This design comes from an exercise in tuning for small area, a short achievable clock period and few clock cycles on the open sky130 flow, not from production work.
No functional check of the RTL was part of this run.
Power figures rest on the tool's default switching activity, not on a simulated workload.

### design/flow/config.mk
export PLATFORM = sky130hd
export DESIGN_NAME = fde_enc
export DESIGN_NICKNAME = fde_enc
export VERILOG_FILES = /design/flow/design.v
export SDC_FILE = /design/flow/constraint.sdc
export NUM_CORES = 4
export LEC_CHECK = 0
export CAP_MARGIN = 20
export CORE_MARGIN = 2
export CORE_UTILIZATION = 65
export CTS_CLUSTER_DIAMETER = 80
export CTS_CLUSTER_SIZE = 24
export SLEW_MARGIN = 20
### design/flow/constraint.sdc
create_clock -name core_clock -period 10.0 [get_ports {clk}]
set_input_delay 2.0000 -clock core_clock [delete_from_list [all_inputs] [get_ports {clk}]]
set_output_delay 2.0000 -clock core_clock [all_outputs]
set_load 0.01 [all_outputs]
### design/flow/design.v
module fde_enc (
    input  wire        clk,
    input  wire        rst,           
    input  wire [1:0]  cfg_rot,       
    input  wire        cfg_mir,
    input  wire        cfg_inv,
    input  wire        cfg_typeb,     
    input  wire        cfg_flush,     
    input  wire [31:0] cfg_addr,      
    input  wire        pix_valid,
    output wire        pix_ready,
    input  wire [31:0] pix_data,
    output wire        out_valid,
    input  wire        out_ready,
    output wire [7:0]  out_data,
    output wire        out_last,
    output wire        frame_done,
    output wire        frame_dup
);
    reg          trn;            
    reg          rrev;           
    reg          desc;           
    reg          inv, typeb, flush;
    reg  [31:0]  addr;
    reg          flip_wr;        
    reg          typeb_rd, desc_rd, flush_rd, flip_rd;
    reg  [7:0]   addr3_rd;       
    reg          pix_rdy;
    reg          in_wait;        
    reg  [7:0]   idx;
    wire         fire0 = pix_valid & pix_rdy;
    wire         first0 = (idx == 8'd0);
    wire         rr0 = first0 ? cfg_rot[1] : rrev;
    wire         fl0 = first0 ? cfg_rot[1] ^ flip_rd : flip_wr;
    wire [3:0]   row0 = (trn ? idx[3:0] : idx[7:4]) ^ {4{rr0}} ^ {fl0, 3'b000};
    reg          v1, last1;
    reg  [3:0]   row1;
    reg  [31:0]  d1;
    reg          v2, last2;
    reg  [3:0]   row2;
    reg  [31:0]  crc;            
    reg  [31:0]  last_fp;
    reg          last_ok;
    wire ce0 = d1[0] ^ d1[2] ^ d1[10] ^ d1[11] ^ d1[15] ^ d1[16] ^ d1[17] ^ d1[18] ^ d1[20] ^ d1[23] ^ d1[24] ^ d1[26] ^ d1[30];
    wire ce1 = d1[2] ^ d1[3] ^ d1[13] ^ d1[14] ^ d1[16] ^ d1[17] ^ d1[21] ^ d1[22] ^ d1[23] ^ d1[24] ^ d1[25] ^ d1[26] ^ d1[27] ^ d1[29] ^ d1[30];
    wire ce2 = d1[0] ^ d1[4] ^ d1[7] ^ d1[8] ^ d1[10] ^ d1[11] ^ d1[12] ^ d1[13] ^ d1[15] ^ d1[16] ^ d1[18] ^ d1[22] ^ d1[24] ^ d1[27] ^ d1[29] ^ d1[30] ^ d1[31];
    wire ce3 = d1[7] ^ d1[9] ^ d1[10] ^ d1[13] ^ d1[14] ^ d1[16] ^ d1[18] ^ d1[19] ^ d1[22] ^ d1[24] ^ d1[25] ^ d1[28] ^ d1[29] ^ d1[30] ^ d1[31];
    wire ce4 = d1[0] ^ d1[1] ^ d1[5] ^ d1[8] ^ d1[9] ^ d1[16] ^ d1[18] ^ d1[21] ^ d1[23] ^ d1[24] ^ d1[29] ^ d1[30];
    wire ce5 = d1[9] ^ d1[11] ^ d1[12] ^ d1[13] ^ d1[17] ^ d1[18] ^ d1[21] ^ d1[22] ^ d1[25] ^ d1[26] ^ d1[30];
    wire ce6 = d1[0] ^ d1[4] ^ d1[5] ^ d1[8] ^ d1[9] ^ d1[10] ^ d1[11] ^ d1[13] ^ d1[14] ^ d1[15] ^ d1[17] ^ d1[20] ^ d1[21] ^ d1[22] ^ d1[23] ^ d1[27] ^ d1[28];
    wire ce7 = d1[1] ^ d1[3] ^ d1[5] ^ d1[9] ^ d1[11] ^ d1[13] ^ d1[15] ^ d1[16] ^ d1[17] ^ d1[19] ^ d1[20] ^ d1[21] ^ d1[23] ^ d1[26] ^ d1[27] ^ d1[28] ^ d1[30];
    wire ce8 = d1[0] ^ d1[1] ^ d1[2] ^ d1[8] ^ d1[9] ^ d1[10] ^ d1[11] ^ d1[12] ^ d1[16] ^ d1[17] ^ d1[18] ^ d1[20] ^ d1[23] ^ d1[24] ^ d1[27] ^ d1[28] ^ d1[29];
    wire ce9 = d1[2] ^ d1[5] ^ d1[6] ^ d1[9] ^ d1[10] ^ d1[11] ^ d1[13] ^ d1[20] ^ d1[27] ^ d1[30] ^ d1[31];
    wire ce10 = d1[1] ^ d1[2] ^ d1[4] ^ d1[8] ^ d1[10] ^ d1[12] ^ d1[13] ^ d1[14] ^ d1[16] ^ d1[20] ^ d1[22] ^ d1[28] ^ d1[29] ^ d1[30];
    wire ce11 = d1[2] ^ d1[3] ^ d1[4] ^ d1[9] ^ d1[18] ^ d1[23] ^ d1[24] ^ d1[26] ^ d1[27] ^ d1[28];
    wire ce12 = d1[4] ^ d1[6] ^ d1[8] ^ d1[9] ^ d1[10] ^ d1[15] ^ d1[16] ^ d1[17] ^ d1[18] ^ d1[21] ^ d1[22] ^ d1[23] ^ d1[25] ^ d1[26] ^ d1[28] ^ d1[29] ^ d1[30] ^ d1[31];
    wire ce13 = d1[1] ^ d1[3] ^ d1[4] ^ d1[5] ^ d1[6] ^ d1[8] ^ d1[14] ^ d1[16] ^ d1[17] ^ d1[18] ^ d1[19] ^ d1[24] ^ d1[26] ^ d1[31];
    wire ce14 = d1[0] ^ d1[4] ^ d1[5] ^ d1[6] ^ d1[7] ^ d1[9] ^ d1[10] ^ d1[12] ^ d1[15] ^ d1[18] ^ d1[20] ^ d1[22] ^ d1[24] ^ d1[25] ^ d1[27] ^ d1[28];
    wire ce15 = d1[0] ^ d1[1] ^ d1[2] ^ d1[3] ^ d1[7] ^ d1[11] ^ d1[13] ^ d1[16] ^ d1[19] ^ d1[24] ^ d1[27] ^ d1[30];
    wire ce16 = d1[3] ^ d1[5] ^ d1[7] ^ d1[10] ^ d1[11] ^ d1[16] ^ d1[27];
    wire ce17 = d1[0] ^ d1[1] ^ d1[7] ^ d1[9] ^ d1[11] ^ d1[13] ^ d1[14] ^ d1[15] ^ d1[17] ^ d1[18] ^ d1[20] ^ d1[21] ^ d1[22] ^ d1[25] ^ d1[26] ^ d1[28] ^ d1[29] ^ d1[30];
    wire ce18 = d1[0] ^ d1[2] ^ d1[5] ^ d1[6] ^ d1[9] ^ d1[13] ^ d1[16] ^ d1[29] ^ d1[31];
    wire ce19 = d1[2] ^ d1[7] ^ d1[8] ^ d1[9] ^ d1[13] ^ d1[17] ^ d1[19] ^ d1[20] ^ d1[21] ^ d1[25] ^ d1[29] ^ d1[30];
    wire ce20 = d1[0] ^ d1[2] ^ d1[4] ^ d1[6] ^ d1[12] ^ d1[14] ^ d1[17] ^ d1[18] ^ d1[20] ^ d1[29] ^ d1[31];
    wire ce21 = d1[0] ^ d1[8] ^ d1[9] ^ d1[18] ^ d1[24] ^ d1[26] ^ d1[27] ^ d1[31];
    wire ce22 = d1[0] ^ d1[1] ^ d1[3] ^ d1[4] ^ d1[5] ^ d1[6] ^ d1[8] ^ d1[10] ^ d1[12] ^ d1[13] ^ d1[14] ^ d1[16] ^ d1[17] ^ d1[19] ^ d1[25] ^ d1[26] ^ d1[29];
    wire ce23 = d1[0] ^ d1[3] ^ d1[5] ^ d1[6] ^ d1[8] ^ d1[12] ^ d1[13] ^ d1[19] ^ d1[21] ^ d1[22] ^ d1[23] ^ d1[24] ^ d1[26] ^ d1[29] ^ d1[30] ^ d1[31];
    wire ce24 = d1[0] ^ d1[1] ^ d1[3] ^ d1[5] ^ d1[10] ^ d1[13] ^ d1[20] ^ d1[24] ^ d1[25] ^ d1[27] ^ d1[28];
    wire ce25 = d1[1] ^ d1[2] ^ d1[3] ^ d1[7] ^ d1[8] ^ d1[10] ^ d1[14] ^ d1[15] ^ d1[16] ^ d1[19] ^ d1[25] ^ d1[27] ^ d1[28];
    wire ce26 = d1[0] ^ d1[1] ^ d1[2] ^ d1[7] ^ d1[8] ^ d1[9] ^ d1[10] ^ d1[11] ^ d1[13] ^ d1[15] ^ d1[16] ^ d1[17] ^ d1[19] ^ d1[22] ^ d1[23] ^ d1[25] ^ d1[26];
    wire ce27 = d1[0] ^ d1[4] ^ d1[5] ^ d1[8] ^ d1[11] ^ d1[16] ^ d1[17] ^ d1[19] ^ d1[20] ^ d1[22] ^ d1[23] ^ d1[24] ^ d1[25] ^ d1[26] ^ d1[28];
    wire ce28 = d1[1] ^ d1[2] ^ d1[3] ^ d1[4] ^ d1[7] ^ d1[11] ^ d1[13] ^ d1[14] ^ d1[16] ^ d1[17] ^ d1[18] ^ d1[20] ^ d1[21] ^ d1[23] ^ d1[26] ^ d1[27] ^ d1[31];
    wire ce29 = d1[0] ^ d1[6] ^ d1[7] ^ d1[11] ^ d1[12] ^ d1[13] ^ d1[14] ^ d1[15] ^ d1[16] ^ d1[18] ^ d1[19] ^ d1[21] ^ d1[22] ^ d1[23] ^ d1[24] ^ d1[25] ^ d1[26] ^ d1[27] ^ d1[28] ^ d1[29] ^ d1[30];
    wire ce30 = d1[2] ^ d1[3] ^ d1[5] ^ d1[6] ^ d1[8] ^ d1[10] ^ d1[14] ^ d1[17] ^ d1[20] ^ d1[21] ^ d1[23] ^ d1[25] ^ d1[27] ^ d1[31];
    wire ce31 = d1[1] ^ d1[5] ^ d1[8] ^ d1[10] ^ d1[11] ^ d1[13] ^ d1[15] ^ d1[19] ^ d1[22] ^ d1[23] ^ d1[25] ^ d1[31];
    wire [31:0] ce = {ce31, ce30, ce29, ce28, ce27, ce26, ce25, ce24, ce23, ce22, ce21, ce20, ce19, ce18, ce17, ce16, ce15, ce14, ce13, ce12, ce11, ce10, ce9, ce8, ce7, ce6, ce5, ce4, ce3, ce2, ce1, ce0};
    wire [31:0] cy = crc ^ ce;
    wire [31:0] cnext = (cy >> 1) ^ (cy[0] ? 32'hEDB88320 : 32'h0);
    localparam [31:0] CRC_INIT = 32'h3F5503EF;
    wire [7:0]  lr = d1[7:0];
    wire [7:0]  lg = d1[15:8];
    wire [7:0]  lb = d1[23:16];
    wire lt1 = ~lr[5] ^ lr[2];
    wire lt2 = ~lr[5] & lr[2];
    wire lt3 = ~lr[6] ^ lr[3] ^ lr[1];
    wire lt4 = (~lr[6] & lr[3]) | (~lr[6] & lr[1]) | (lr[3] & lr[1]);
    wire lt5 = ~lg[3] ^ lb[6];
    wire lt6 = ~lg[3] & lb[6];
    wire lt7 = ~lr[7] ^ lr[4] ^ lr[2];
    wire lt8 = (~lr[7] & lr[4]) | (~lr[7] & lr[2]) | (lr[4] & lr[2]);
    wire lt9 = ~lg[4] ^ lb[7] ^ lb[4];
    wire lt10 = (~lg[4] & lb[7]) | (~lg[4] & lb[4]) | (lb[7] & lb[4]);
    wire lt11 = lr[5] ^ lr[3] ^ ~lg[5];
    wire lt12 = (lr[5] & lr[3]) | (lr[5] & ~lg[5]) | (lr[3] & ~lg[5]);
    wire lt13 = lb[5] ^ lb[3];
    wire lt14 = lb[5] & lb[3];
    wire lt15 = lr[6] ^ lr[4] ^ ~lg[6];
    wire lt16 = (lr[6] & lr[4]) | (lr[6] & ~lg[6]) | (lr[4] & ~lg[6]);
    wire lt17 = ~lg[0] ^ lb[6] ^ lb[4];
    wire lt18 = (~lg[0] & lb[6]) | (~lg[0] & lb[4]) | (lb[6] & lb[4]);
    wire lt19 = lr[7] ^ lr[5] ^ lr[0];
    wire lt20 = (lr[7] & lr[5]) | (lr[7] & lr[0]) | (lr[5] & lr[0]);
    wire lt21 = ~lg[7] ^ ~lg[1] ^ lb[7];
    wire lt22 = (~lg[7] & ~lg[1]) | (~lg[7] & lb[7]) | (~lg[1] & lb[7]);
    wire lt23 = lb[5] ^ lb[4];
    wire lt24 = lb[5] & lb[4];
    wire lt25 = lr[6] ^ lr[1] ^ ~lg[2];
    wire lt26 = (lr[6] & lr[1]) | (lr[6] & ~lg[2]) | (lr[1] & ~lg[2]);
    wire lt27 = lb[6] ^ lb[5];
    wire lt28 = lb[6] & lb[5];
    wire lt29 = lr[7] ^ lr[2] ^ ~lg[3];
    wire lt30 = (lr[7] & lr[2]) | (lr[7] & ~lg[3]) | (lr[2] & ~lg[3]);
    wire lt31 = lg[0] ^ lb[7];
    wire lt32 = lg[0] & lb[7];
    wire lt33 = lr[3] ^ ~lg[4];
    wire lt34 = lr[3] & ~lg[4];
    wire lt35 = ~lr[3] ^ lr[0];
    wire lt36 = ~lr[3] & lr[0];
    wire lt37 = ~lr[4] ^ lr[1] ^ ~lg[1];
    wire lt38 = (~lr[4] & lr[1]) | (~lr[4] & ~lg[1]) | (lr[1] & ~lg[1]);
    wire lt39 = lt1 ^ lr[0] ^ ~lg[2];
    wire lt40 = (lt1 & lr[0]) | (lt1 & ~lg[2]) | (lr[0] & ~lg[2]);
    wire lt41 = lb[5] ^ lb[2];
    wire lt42 = lb[5] & lb[2];
    wire lt43 = lt3 ^ lt5 ^ lb[3];
    wire lt44 = (lt3 & lt5) | (lt3 & lb[3]) | (lt5 & lb[3]);
    wire lt45 = lb[1] ^ lb[0] ^ lt2;
    wire lt46 = (lb[1] & lb[0]) | (lb[1] & lt2) | (lb[0] & lt2);
    wire lt47 = lt7 ^ lt9 ^ lb[2];
    wire lt48 = (lt7 & lt9) | (lt7 & lb[2]) | (lt9 & lb[2]);
    wire lt49 = lb[1] ^ lt4 ^ lt6;
    wire lt50 = (lb[1] & lt4) | (lb[1] & lt6) | (lt4 & lt6);
    wire lt51 = lt11 ^ lt13 ^ lb[2];
    wire lt52 = (lt11 & lt13) | (lt11 & lb[2]) | (lt13 & lb[2]);
    wire lt53 = lb[0] ^ lt8 ^ lt10;
    wire lt54 = (lb[0] & lt8) | (lb[0] & lt10) | (lt8 & lt10);
    wire lt55 = lt15 ^ lt17 ^ lb[3];
    wire lt56 = (lt15 & lt17) | (lt15 & lb[3]) | (lt17 & lb[3]);
    wire lt57 = lb[1] ^ lt12 ^ lt14;
    wire lt58 = (lb[1] & lt12) | (lb[1] & lt14) | (lt12 & lt14);
    wire lt59 = lt19 ^ lt21 ^ lt23;
    wire lt60 = (lt19 & lt21) | (lt19 & lt23) | (lt21 & lt23);
    wire lt61 = lb[2] ^ lt16 ^ lt18;
    wire lt62 = (lb[2] & lt16) | (lb[2] & lt18) | (lt16 & lt18);
    wire lt63 = lt25 ^ lt27 ^ lb[3];
    wire lt64 = (lt25 & lt27) | (lt25 & lb[3]) | (lt27 & lb[3]);
    wire lt65 = lt20 ^ lt22 ^ lt24;
    wire lt66 = (lt20 & lt22) | (lt20 & lt24) | (lt22 & lt24);
    wire lt67 = lt29 ^ lt31 ^ lb[6];
    wire lt68 = (lt29 & lt31) | (lt29 & lb[6]) | (lt31 & lb[6]);
    wire lt69 = lb[4] ^ lt26 ^ lt28;
    wire lt70 = (lb[4] & lt26) | (lb[4] & lt28) | (lt26 & lt28);
    wire lt71 = lt33 ^ lg[1] ^ lb[7];
    wire lt72 = (lt33 & lg[1]) | (lt33 & lb[7]) | (lg[1] & lb[7]);
    wire lt73 = lb[5] ^ lt30 ^ lt32;
    wire lt74 = (lb[5] & lt30) | (lb[5] & lt32) | (lt30 & lt32);
    wire lt75 = lr[4] ^ ~lg[5] ^ lg[2];
    wire lt76 = (lr[4] & ~lg[5]) | (lr[4] & lg[2]) | (~lg[5] & lg[2]);
    wire lt77 = lb[6] ^ lt34;
    wire lt78 = lb[6] & lt34;
    wire lt79 = lr[5] ^ ~lg[6] ^ lg[3];
    wire lt80 = (lr[5] & ~lg[6]) | (lr[5] & lg[3]) | (~lg[6] & lg[3]);
    wire lt81 = lt35 ^ ~lg[0];
    wire lt82 = lt35 & ~lg[0];
    wire lt83 = lt37 ^ lb[4] ^ lb[1];
    wire lt84 = (lt37 & lb[4]) | (lt37 & lb[1]) | (lb[4] & lb[1]);
    wire lt85 = lt39 ^ lt41 ^ lb[0];
    wire lt86 = (lt39 & lt41) | (lt39 & lb[0]) | (lt41 & lb[0]);
    wire lt87 = lt43 ^ lt45 ^ lt40;
    wire lt88 = (lt43 & lt45) | (lt43 & lt40) | (lt45 & lt40);
    wire lt89 = lt47 ^ lt49 ^ lt44;
    wire lt90 = (lt47 & lt49) | (lt47 & lt44) | (lt49 & lt44);
    wire lt91 = lt51 ^ lt53 ^ lt48;
    wire lt92 = (lt51 & lt53) | (lt51 & lt48) | (lt53 & lt48);
    wire lt93 = lt55 ^ lt57 ^ lt52;
    wire lt94 = (lt55 & lt57) | (lt55 & lt52) | (lt57 & lt52);
    wire lt95 = lt59 ^ lt61 ^ lt56;
    wire lt96 = (lt59 & lt61) | (lt59 & lt56) | (lt61 & lt56);
    wire lt97 = lt63 ^ lt65 ^ lt60;
    wire lt98 = (lt63 & lt65) | (lt63 & lt60) | (lt65 & lt60);
    wire lt99 = lt67 ^ lt69 ^ lt64;
    wire lt100 = (lt67 & lt69) | (lt67 & lt64) | (lt69 & lt64);
    wire lt101 = lt71 ^ lt73 ^ lt68;
    wire lt102 = (lt71 & lt73) | (lt71 & lt68) | (lt73 & lt68);
    wire lt103 = lt75 ^ lt77 ^ lt72;
    wire lt104 = (lt75 & lt77) | (lt75 & lt72) | (lt77 & lt72);
    wire lt105 = lt79 ^ lb[7] ^ lt76;
    wire lt106 = (lt79 & lb[7]) | (lt79 & lt76) | (lb[7] & lt76);
    wire lt107 = lr[6] ^ ~lg[7] ^ lg[4];
    wire lt108 = (lr[6] & ~lg[7]) | (lr[6] & lg[4]) | (~lg[7] & lg[4]);
    wire lt109 = lt81 ^ lb[3];
    wire lt110 = lt81 & lb[3];
    wire lt111 = lt83 ^ lt36 ^ lt82;
    wire lt112 = (lt83 & lt36) | (lt83 & lt82) | (lt36 & lt82);
    wire lt113 = lt85 ^ lt38 ^ lt84;
    wire lt114 = (lt85 & lt38) | (lt85 & lt84) | (lt38 & lt84);
    wire lt115 = lt87 ^ lt42 ^ lt86;
    wire lt116 = (lt87 & lt42) | (lt87 & lt86) | (lt42 & lt86);
    wire lt117 = lt89 ^ lt46 ^ lt88;
    wire lt118 = (lt89 & lt46) | (lt89 & lt88) | (lt46 & lt88);
    wire lt119 = lt91 ^ lt50 ^ lt90;
    wire lt120 = (lt91 & lt50) | (lt91 & lt90) | (lt50 & lt90);
    wire lt121 = lt93 ^ lt54 ^ lt92;
    wire lt122 = (lt93 & lt54) | (lt93 & lt92) | (lt54 & lt92);
    wire lt123 = lt95 ^ lt58 ^ lt94;
    wire lt124 = (lt95 & lt58) | (lt95 & lt94) | (lt58 & lt94);
    wire lt125 = lt97 ^ lt62 ^ lt96;
    wire lt126 = (lt97 & lt62) | (lt97 & lt96) | (lt62 & lt96);
    wire lt127 = lt99 ^ lt66 ^ lt98;
    wire lt128 = (lt99 & lt66) | (lt99 & lt98) | (lt66 & lt98);
    wire lt129 = lt101 ^ lt70 ^ lt100;
    wire lt130 = (lt101 & lt70) | (lt101 & lt100) | (lt70 & lt100);
    wire lt131 = lt103 ^ lt74 ^ lt102;
    wire lt132 = (lt103 & lt74) | (lt103 & lt102) | (lt74 & lt102);
    wire lt133 = lt105 ^ lt78 ^ lt104;
    wire lt134 = (lt105 & lt78) | (lt105 & lt104) | (lt78 & lt104);
    wire lt135 = lt107 ^ lt80 ^ lt106;
    wire lt136 = (lt107 & lt80) | (lt107 & lt106) | (lt80 & lt106);
    wire lt137 = lr[7] ^ lg[5] ^ lt108;
    wire lt138 = (lr[7] & lg[5]) | (lr[7] & lt108) | (lg[5] & lt108);
    wire [22:0] lx = {1'b0, 1'b0, lg[7], lg[6], lt137, lt135, lt133, lt131, lt129, lt127, lt125, lt123, lt121, lt119, lt117, lt115, lt113, lt111, lt109, ~lr[2], ~lr[1], ~lr[0], 1'b0};
    wire [22:0] ly = {1'b0, 1'b0, 1'b0, lt138, lt136, lt134, lt132, lt130, lt128, lt126, lt124, lt122, lt120, lt118, lt116, lt114, lt112, lt110, lb[0], lb[2], lb[1], lb[0], 1'b0};
    localparam [22:0] LCONST = 23'd2653594;    
    reg  [22:0] lx2, ly2;
    wire [22:0] lcs = lx2 ^ ly2 ^ LCONST;                          
    wire [22:0] lcc = (lx2 & ly2) | ((lx2 | ly2) & LCONST);       
    wire [22:0] ls2 = lcs + {lcc[21:0], 1'b0};
    wire        luma_ge2 = ls2[22];
    wire        pix_bit = luma_ge2 ^ inv;
    reg  [15:0]  st [0:15];      
    reg          gen_on;
    reg  [1:0]   panel;
    reg  [4:0]   pos;
    reg  [2:0]   col;            
    reg  [7:0]   nsum;           
    reg  [7:0]   cb;             
    reg  [7:0]   sb;             
    reg          sb_v;
    reg  [7:0]   gbyte;
    reg          o_v, o_l, s_v, s_l, o_lh;
    reg  [7:0]   o_d, s_d, o_h;     
    reg          done_r, dup_r, dupw;
    assign pix_ready  = pix_rdy;
    assign out_valid  = o_v;
    assign out_data   = o_d;
    assign out_last   = o_l;
    assign frame_done = done_r;
    assign frame_dup  = dup_r;
    wire gen_fire = gen_on & ~s_v;
    wire [4:0] last_pos = typeb_rd ? 5'd23 : 5'd11;
    wire gen_end  = gen_fire & (panel == 2'd3) & (pos == last_pos);
    wire col_next = typeb_rd ? (pos[0] == 1'b0 && pos >= 5'd4 && pos <= 5'd18)
                          : (pos >= 5'd2 && pos <= 5'd9);
    wire rot_step = gen_fire & col_next;
    wire [3:0] place = desc_rd ? {~col, 1'b1} : 4'd0;
    wire       rhalf = panel[1] ^ flip_rd;       
    reg  [7:0] cbyte;
    integer k;
    always @(*) begin
        for (k = 0; k < 8; k = k + 1)
            cbyte[7 - k] = st[{rhalf, k[2:0]}][place];
    end
    wire [7:0] paddr = (panel == 2'd3) ? addr3_rd : addr[8 * panel +: 8];
    function [7:0] hexdig;
        input [3:0] n;
        begin
            hexdig = (n <= 4'd9) ? {4'h3, n} : 8'h57 + {4'h0, n};
        end
    endfunction
    always @(*) begin
        if (!typeb_rd) begin
            case (pos)
                5'd0:    gbyte = 8'h80;
                5'd1:    gbyte = flush_rd ? 8'h83 : 8'h84;
                5'd2:    gbyte = paddr;
                5'd11:   gbyte = 8'h8F;
                default: gbyte = cb;
            endcase
        end else begin
            case (pos)
                5'd0:    gbyte = 8'h02;
                5'd1:    gbyte = hexdig(paddr[7:4]);
                5'd2:    gbyte = hexdig(paddr[3:0]);
                5'd3:    gbyte = 8'h30;
                5'd4:    gbyte = 8'h38;
                5'd21:   gbyte = 8'h03;
                5'd22:   gbyte = hexdig(nsum[7:4]);
                5'd23:   gbyte = hexdig(nsum[3:0]);
                default: gbyte = pos[0] ? hexdig(cb[7:4]) : hexdig(cb[3:0]);
            endcase
        end
    end
    wire summed = typeb_rd && pos >= 5'd1 && pos <= 5'd20;
    wire [31:0] fp  = crc;      
    wire        dup = last_ok && (last_fp == fp);
    wire        o_free = ~o_v | out_ready;
    wire [7:0]  o_new  = s_v ? s_d : (gen_on ? gbyte : (typeb ? 8'h02 : 8'h80));
    wire        o_lnew = s_v ? s_l : gen_end;
    wire        dispatch = last2 & ~dup;
    wire        dup_done = ((last2 & dup) | dupw) & ~o_v;
    wire        gen_on_n = (gen_on & ~gen_end) | dispatch;
    wire        wait_keep = ~dispatch & ~dup_done;
    wire [7:0]  idx_inc = idx + 8'd1;
    wire        early = panel[1] & (panel[0] | (pos >= 5'd3));
    wire        rd_done = (panel == 2'd3) & (pos > (typeb_rd ? 5'd18 : 5'd9));
    wire        rdy_f = ~((in_wait | (idx == 8'd255)) & wait_keep) &
                        (~gen_on_n | (early & (trn ? ~idx_inc[3] : ~idx_inc[7])) |
                         (rd_done & (idx_inc != 8'd255)));
    wire        rdy_nf = ~(in_wait & wait_keep) &
                         (~gen_on_n | (early & (trn ? ~idx[3] : ~idx[7])) |
                          (rd_done & (idx != 8'd255)));
    wire        pix_rdy_n = fire0 ? rdy_f : rdy_nf;
    wire        in_wait_n = (in_wait | (fire0 & (idx == 8'd255))) & wait_keep;
    wire        spec0 = dispatch & o_free & ~s_v;
    always @(posedge clk) begin
        d1    <= pix_data;
        lx2   <= lx;
        ly2   <= ly;
        row1  <= row0;
        row2  <= row1;
        if (fire0 && first0) begin
            trn   <= cfg_rot[0];
            rrev  <= cfg_rot[1];
            desc  <= cfg_rot[0] ^ cfg_rot[1] ^ cfg_mir;
            flip_wr <= cfg_rot[1] ^ flip_rd;
            inv   <= cfg_inv;
            typeb <= cfg_typeb;
            flush <= cfg_flush;
            addr  <= cfg_addr;
        end
        if (rst) begin
            pix_rdy <= 1'b1;
            in_wait <= 1'b0;
            flip_rd <= 1'b0;
            idx     <= 8'd0;
            v1      <= 1'b0;
            last1   <= 1'b0;
            v2      <= 1'b0;
            last2   <= 1'b0;
            crc     <= CRC_INIT;
            last_ok <= 1'b0;
            gen_on  <= 1'b0;
            panel   <= 2'd0;
            pos     <= 5'd0;
            col     <= 3'd0;
            o_v     <= 1'b0;
            s_v     <= 1'b0;
            sb_v    <= 1'b0;
            done_r  <= 1'b0;
            dup_r   <= 1'b0;
            dupw    <= 1'b0;
        end else begin
            if (fire0)
                idx <= idx_inc;
            in_wait <= in_wait_n;
            pix_rdy <= pix_rdy_n;
            v1    <= fire0;
            last1 <= fire0 & (idx == 8'd255);
            v2    <= v1;
            last2 <= last1;
            if (v1)
                crc <= cnext;
            if (last2) begin
                crc <= CRC_INIT;
                if (!dup) begin
                    last_fp <= fp;
                    last_ok <= 1'b1;
                    gen_on  <= 1'b1;
                    flip_rd <= flip_wr;
                    if (spec0) begin
                        pos  <= 5'd1;
                        nsum <= 8'd2;
                    end
                end
            end
            done_r <= 1'b0;
            dup_r  <= 1'b0;
            if (o_v && out_ready && o_l) begin
                done_r <= 1'b1;
                if (last2 && dup)
                    dupw <= 1'b1;
            end else if ((last2 && dup) || dupw) begin
                if (!o_v) begin
                    done_r  <= 1'b1;
                    dup_r   <= 1'b1;
                    dupw    <= 1'b0;
                end else begin
                    dupw <= 1'b1;
                end
            end
            sb_v <= gen_fire & summed;
            if (sb_v)
                nsum <= nsum - sb;
            if (gen_fire) begin
                if (pos == 5'd0)
                    nsum <= 8'd2;
                if (rot_step) begin
                    col <= col + 3'd1;
                    cb  <= cbyte;
                end
                if (pos == last_pos) begin
                    pos   <= 5'd0;
                    panel <= panel + 2'd1;
                    if (panel == 2'd3)
                        gen_on  <= 1'b0;
                end else begin
                    pos <= pos + 5'd1;
                end
            end
            if (o_free) begin
                if (s_v) begin
                    o_v <= 1'b1;
                    s_v <= 1'b0;
                end else begin
                    o_v <= gen_fire | spec0;
                end
            end else if (gen_fire) begin
                s_v <= 1'b1;
            end
        end
        if (dispatch) begin
            typeb_rd <= typeb;
            desc_rd  <= desc;
            flush_rd <= flush;
            addr3_rd <= addr[31:24];
        end
        sb <= gbyte;
        if (rst) begin
            o_d <= 8'd0;
            o_l <= 1'b0;
        end else begin
            o_d <= o_free ? o_new : o_h;
            o_l <= o_free ? o_lnew : o_lh;
        end
        if (o_free) begin
            o_h  <= o_new;
            o_lh <= o_lnew;
        end else if (gen_fire) begin
            s_d <= gbyte;
            s_l <= gen_end;
        end
    end
    genvar r;
    generate
        for (r = 0; r < 16; r = r + 1) begin : g_row
            wire ld = v2 && (row2 == r);
            wire rt = rot_step && (rhalf == r[3]);
            always @(posedge clk) begin
                if (ld || rt)
                    st[r] <= {ld ? pix_bit : st[r][0], st[r][15:1]};
            end
        end
    endgenerate
endmodule
### design/flow/flow/run.sh
#!/bin/bash
set -euo pipefail
bash standard.sh SETUP_SLACK_MARGIN=7 'BUFFER_PORTS_ARGS=-buffer_cell sky130_fd_sc_hd__buf_1' finish > standard_flow.log 2>&1
### design/flow/standard.sh
#!/bin/bash
# synth_recipe.tcl (not shown) runs the flow's synth.tcl, then flattens the netlist and writes it again
# the make line also repeats each setting of config.mk as NAME=value (left out here)
make -C /OpenROAD-flow-scripts/flow DESIGN_CONFIG=/design/flow/config.mk WORK_HOME=/design/flow/orfs CLKGATE_MAP_FILE= SYNTH_SCRIPT=/design/flow/synth_recipe.tcl "${@:-finish}"
==> flow_summary.toml <==
[routing]
drtIter0Drc = 1120
firstDrtPassIters = 5
post_drt_wl_per_cell_um = 20.6
postRouteWirelength_mm = 51.4
routed_via_density = 5.72
route.detailed.drc = 0
dr_total_vias = 14300
drtAntennaViolNets = 0

[global_routing]
grt_start_max_net_pins = 54
global_route.usage.total = 0.264
globalRoute.totalOverflow = 0
antenna_found_initial = 1
grt_pass1_wl_mm = 79.9
first_global_vias = 14200

[hold_path]
worstHoldPathType = "reg -> reg"

[synthesis]
syn-cell-area_mm2 = 0.0249
synth.distinct_cells = 83
synth_top_area_frac = 0.438
ys.flop_type = "sky130_fd_sc_hd__edfxtp_1"
most_area_hungry_cell_type_in_the_yosys_netlist = "sky130_fd_sc_hd__edfxtp_1"
synth_async_sr_flop_share = 0
synth_area_per_cell_um2 = 13.4
synth_enable_flop_cells = 363
postSynthNetCount = 2076
synth.cells.most_frequent = "sky130_fd_sc_hd__edfxtp_1, sky130_fd_sc_hd__xnor2_1, sky130_fd_sc_hd__dfxtp_1"
netlist_top_cells_area = "sky130_fd_sc_hd__edfxtp_1, sky130_fd_sc_hd__dfxtp_1, sky130_fd_sc_hd__xnor2_1"
synth_most_common_cell = "sky130_fd_sc_hd__edfxtp_1"
synth.yosys.warnings = 2
synth_seq_cells = 532
synthCells = 1860
sequential_area_share_after_synthesis = 0.574

[floorplanning]
io-pin-count = 87
initial_core_util = 0.661
core-area_mm2 = 0.0377
die_area_mm2 = 0.0399
fp-row-count = 71
die_width_um = 200
die_height_um = 200

[cts]
cts-htree-levels = 1
cts-hold-fix-buffers = 0
cts_buffers = 28
clk_path_buf_depth = 3
worstSkewPairLatency_ns = 0.59
cts.root.buffer_cell = "sky130_fd_sc_hd__clkbuf_16"
tritoncts = "yes"
clk_pin_slew_ns = 0.09
cts_num_sinks = 532

[critical_path]
crit_buf_inv = 1
critical_path_required_time_ns = 8.00
timing_worst_setup_path_type = "reg -> out"
crit_chain = "buf_6"
cp_top_family = "flip-flops"
cp_data_arrival_time_ns = 1.05
cp_slowest_stage_delay_ns = 0.36
crit_fanout = 2
crit_path_top_delay_cell = "sky130_fd_sc_hd__dfxtp_4"
start_kind = "flop"
end_kind = "output port"

[cells_and_area]
antennaDiodeCount = 0
final_layout_size_suffix_gt1_frac = 0.144
nets = 2181
synthesis_to_finish_area_growth_pct = 10.2
fillCellCount = 2586

[place]
hpwlAfterDp_mm = 35.7
globalplace.congestion = 0.923
dp_slack_ns = 6.10
port_buffers = 86

[sta]
setup_ws_ns = 6.95
timing.final.max_slew_violations = 0
clock-skew-final_ns = 0.0342
tns_ns = 0
relative_slew_slack = 0.331
fin_crit_sh = 0.305
grt_setup_unrepaired = "true"
finalWorstPathRequiredPeriod_ns = 3.05
timing.final.setup_violations = 0
hold_violations = 0
max_freq_ghz = 0.328
tightestPinTransition_ns = 1.00

[power]
leakage_nw = 9.88
power.density_mw_per_mm2 = 186
ir_worst_vdd_uv = 199

[status]
outcome = "finished clean"

[flow_run]
max-cap-violations = 0
registers in the layout (all words and copies together), names as in the netlist, 2 cells and up:
signal    count
addr         32
addr3_rd      8
cb            8
col           3
crc          32
d1           32
idx           8
last_fp      32
lx2          20
ly2          18
nsum          8
o_d           8
o_h           8
panel         2
pos           5
row1          4
row2          4
s_d           8
sb            8
st          256
cell usage in the layout (no fill, tap or decap), types with 9 or more instances in the layout:
| master | Yosys | layout |
|---|---|---|
| sky130_fd_sc_hd__buf_1 | 11 | 72 |
| sky130_fd_sc_hd__nand2_1 | 84 | 81 |
| sky130_fd_sc_hd__nand2b_1 | 12 | 12 |
| sky130_fd_sc_hd__buf_4 | 3 | 65 |
| sky130_fd_sc_hd__and2_1 | 12 | 11 |
| sky130_fd_sc_hd__inv_1 | 147 | 137 |
| sky130_fd_sc_hd__nand3_1 | 13 | 13 |
| sky130_fd_sc_hd__o21ai_1 | 2 | 13 |
| sky130_fd_sc_hd__xor2_1 | 67 | 66 |
| sky130_fd_sc_hd__buf_6 | 1 | 16 |
| sky130_fd_sc_hd__a21o_1 | 10 | 10 |
| sky130_fd_sc_hd__nand4_1 | 13 | 13 |
| sky130_fd_sc_hd__o21ai_0 | 63 | 47 |
| sky130_fd_sc_hd__xnor2_1 | 244 | 241 |
| sky130_fd_sc_hd__o21a_1 | 9 | 9 |
| sky130_fd_sc_hd__a21oi_1 | 37 | 35 |
| sky130_fd_sc_hd__clkbuf_1 | 46 | 14 |
| sky130_fd_sc_hd__nor3_1 | 23 | 21 |
| sky130_fd_sc_hd__and3_1 | 9 | 9 |
| sky130_fd_sc_hd__nor2b_1 | 11 | 11 |
| sky130_fd_sc_hd__dfxtp_4 | 0 | 15 |
| sky130_fd_sc_hd__mux2i_1 | 36 | 34 |
| sky130_fd_sc_hd__dfxtp_1 | 169 | 135 |
| sky130_fd_sc_hd__edfxtp_1 | 363 | 363 |
| sky130_fd_sc_hd__ha_1 | 84 | 80 |
| sky130_fd_sc_hd__fa_1 | 58 | 58 |
| sky130_fd_sc_hd__mux4_2 | 48 | 48 |
| sky130_fd_sc_hd__dfxtp_2 | 0 | 19 |
| sky130_fd_sc_hd__nor2_1 | 112 | 105 |
| sky130_fd_sc_hd__clkbuf_16 | 0 | 29 |
| sky130_fd_sc_hd__a31oi_1 | 29 | 27 |
| sky130_fd_sc_hd__a211oi_1 | 11 | 10 |
power breakdown:
group	internal (mW)	switching, mW
Sequential	2.47	0.135
Clock	0.569	0.686
Combinational	0.601	0.647
logic make-up (layout without fill, tap and decap cells):
group           Yosys count  in the layout  share of synthesized area
compound gates          225            225                     0.0599
buf+inv                 229            355                     0.0363
flops                   532            532                      0.574
xor+xnor                322            322                      0.118
fa+ha+maj               142            142                     0.0889
mux                      91             91                     0.0621
simple gates            319            320                     0.0608
timing repair:
action                                  CTS  global route
gates cloned                              1             0
setup buffers                            19            31
resized for setup                        66            67
endpoints found under the setup margin  407           220
pin swaps                                 4            20
per-layer routing:
metal  global-route usage  vias up  part of all wire
li1                     -     6717                 -
met1                0.410     7153              0.47
met2                0.407      363              0.46
met3               0.0305       57             0.056
met4               0.0516        0             0.015
met5                    0        -                 0
final timing paths:
path | startpoint | cells past startpoint | end | slack, ns
hold / removal | row1[2] | 0 | row2[2] | 0.34
setup reg to reg | d1[19] | 4 | lx2[9] | 7.04
hold reg to reg | row1[2] | 0 | row2[2] | 0.34
setup / recovery | pix_rdy | 1 | pix_ready | 6.95
layout make-up:
class / instances / area, µm² / area share
clock inverter: 9 / 98.8 / 0.00360
inverter: 148 / 583 / 0.0213
timing repair buffer: 155 / 948 / 0.0346
sequential: 532 / 14400 / 0.524
multi-input combinational: 1100 / 10000 / 0.365
tap: 511 / 639 / 0.0233
clock buffer: 43 / 778 / 0.0284
metrics by stage:
stage	instance area, µm²	hold WS (ns)	util	std cells	power [mW]
2_1_floorplan	24900	0.310	-	1860	3.55
3_3_place_gp	25700	0.316	0.683	2395	3.84
3_5_place_dp	25700	0.316	0.683	2395	3.86
6_report	27400	0.341	0.728	2498	5.11
4_1_cts	26900	0.334	0.715	2467	5.12
5_1_grt	27400	0.348	0.728	2498	5.39

## port drivers added, routing unchanged
How much do the figures lean on ideal ports? The routed layout below was timed once more, with nothing changed but the port constraints.
Step 1, drivers: a clkbuf_16 drives clk and a buf_2 each remaining input, both assumed.
Step 2 also shifts input and output timing later by t, the mid clock arrival at the registers, as if the neighbouring blocks saw the same clock.
Three values: ideal, step 1, step 2; two values: the first two.
shift t [ns]: 0.631
setup WS [ns]: 6.951 / 6.897 / 6.458
cell pins on the clock port's net: 1
After both steps this run still meets setup and hold. For this run, drivers alone change the setup slack by -0.054 ns; drivers and shift together by -0.493 ns.
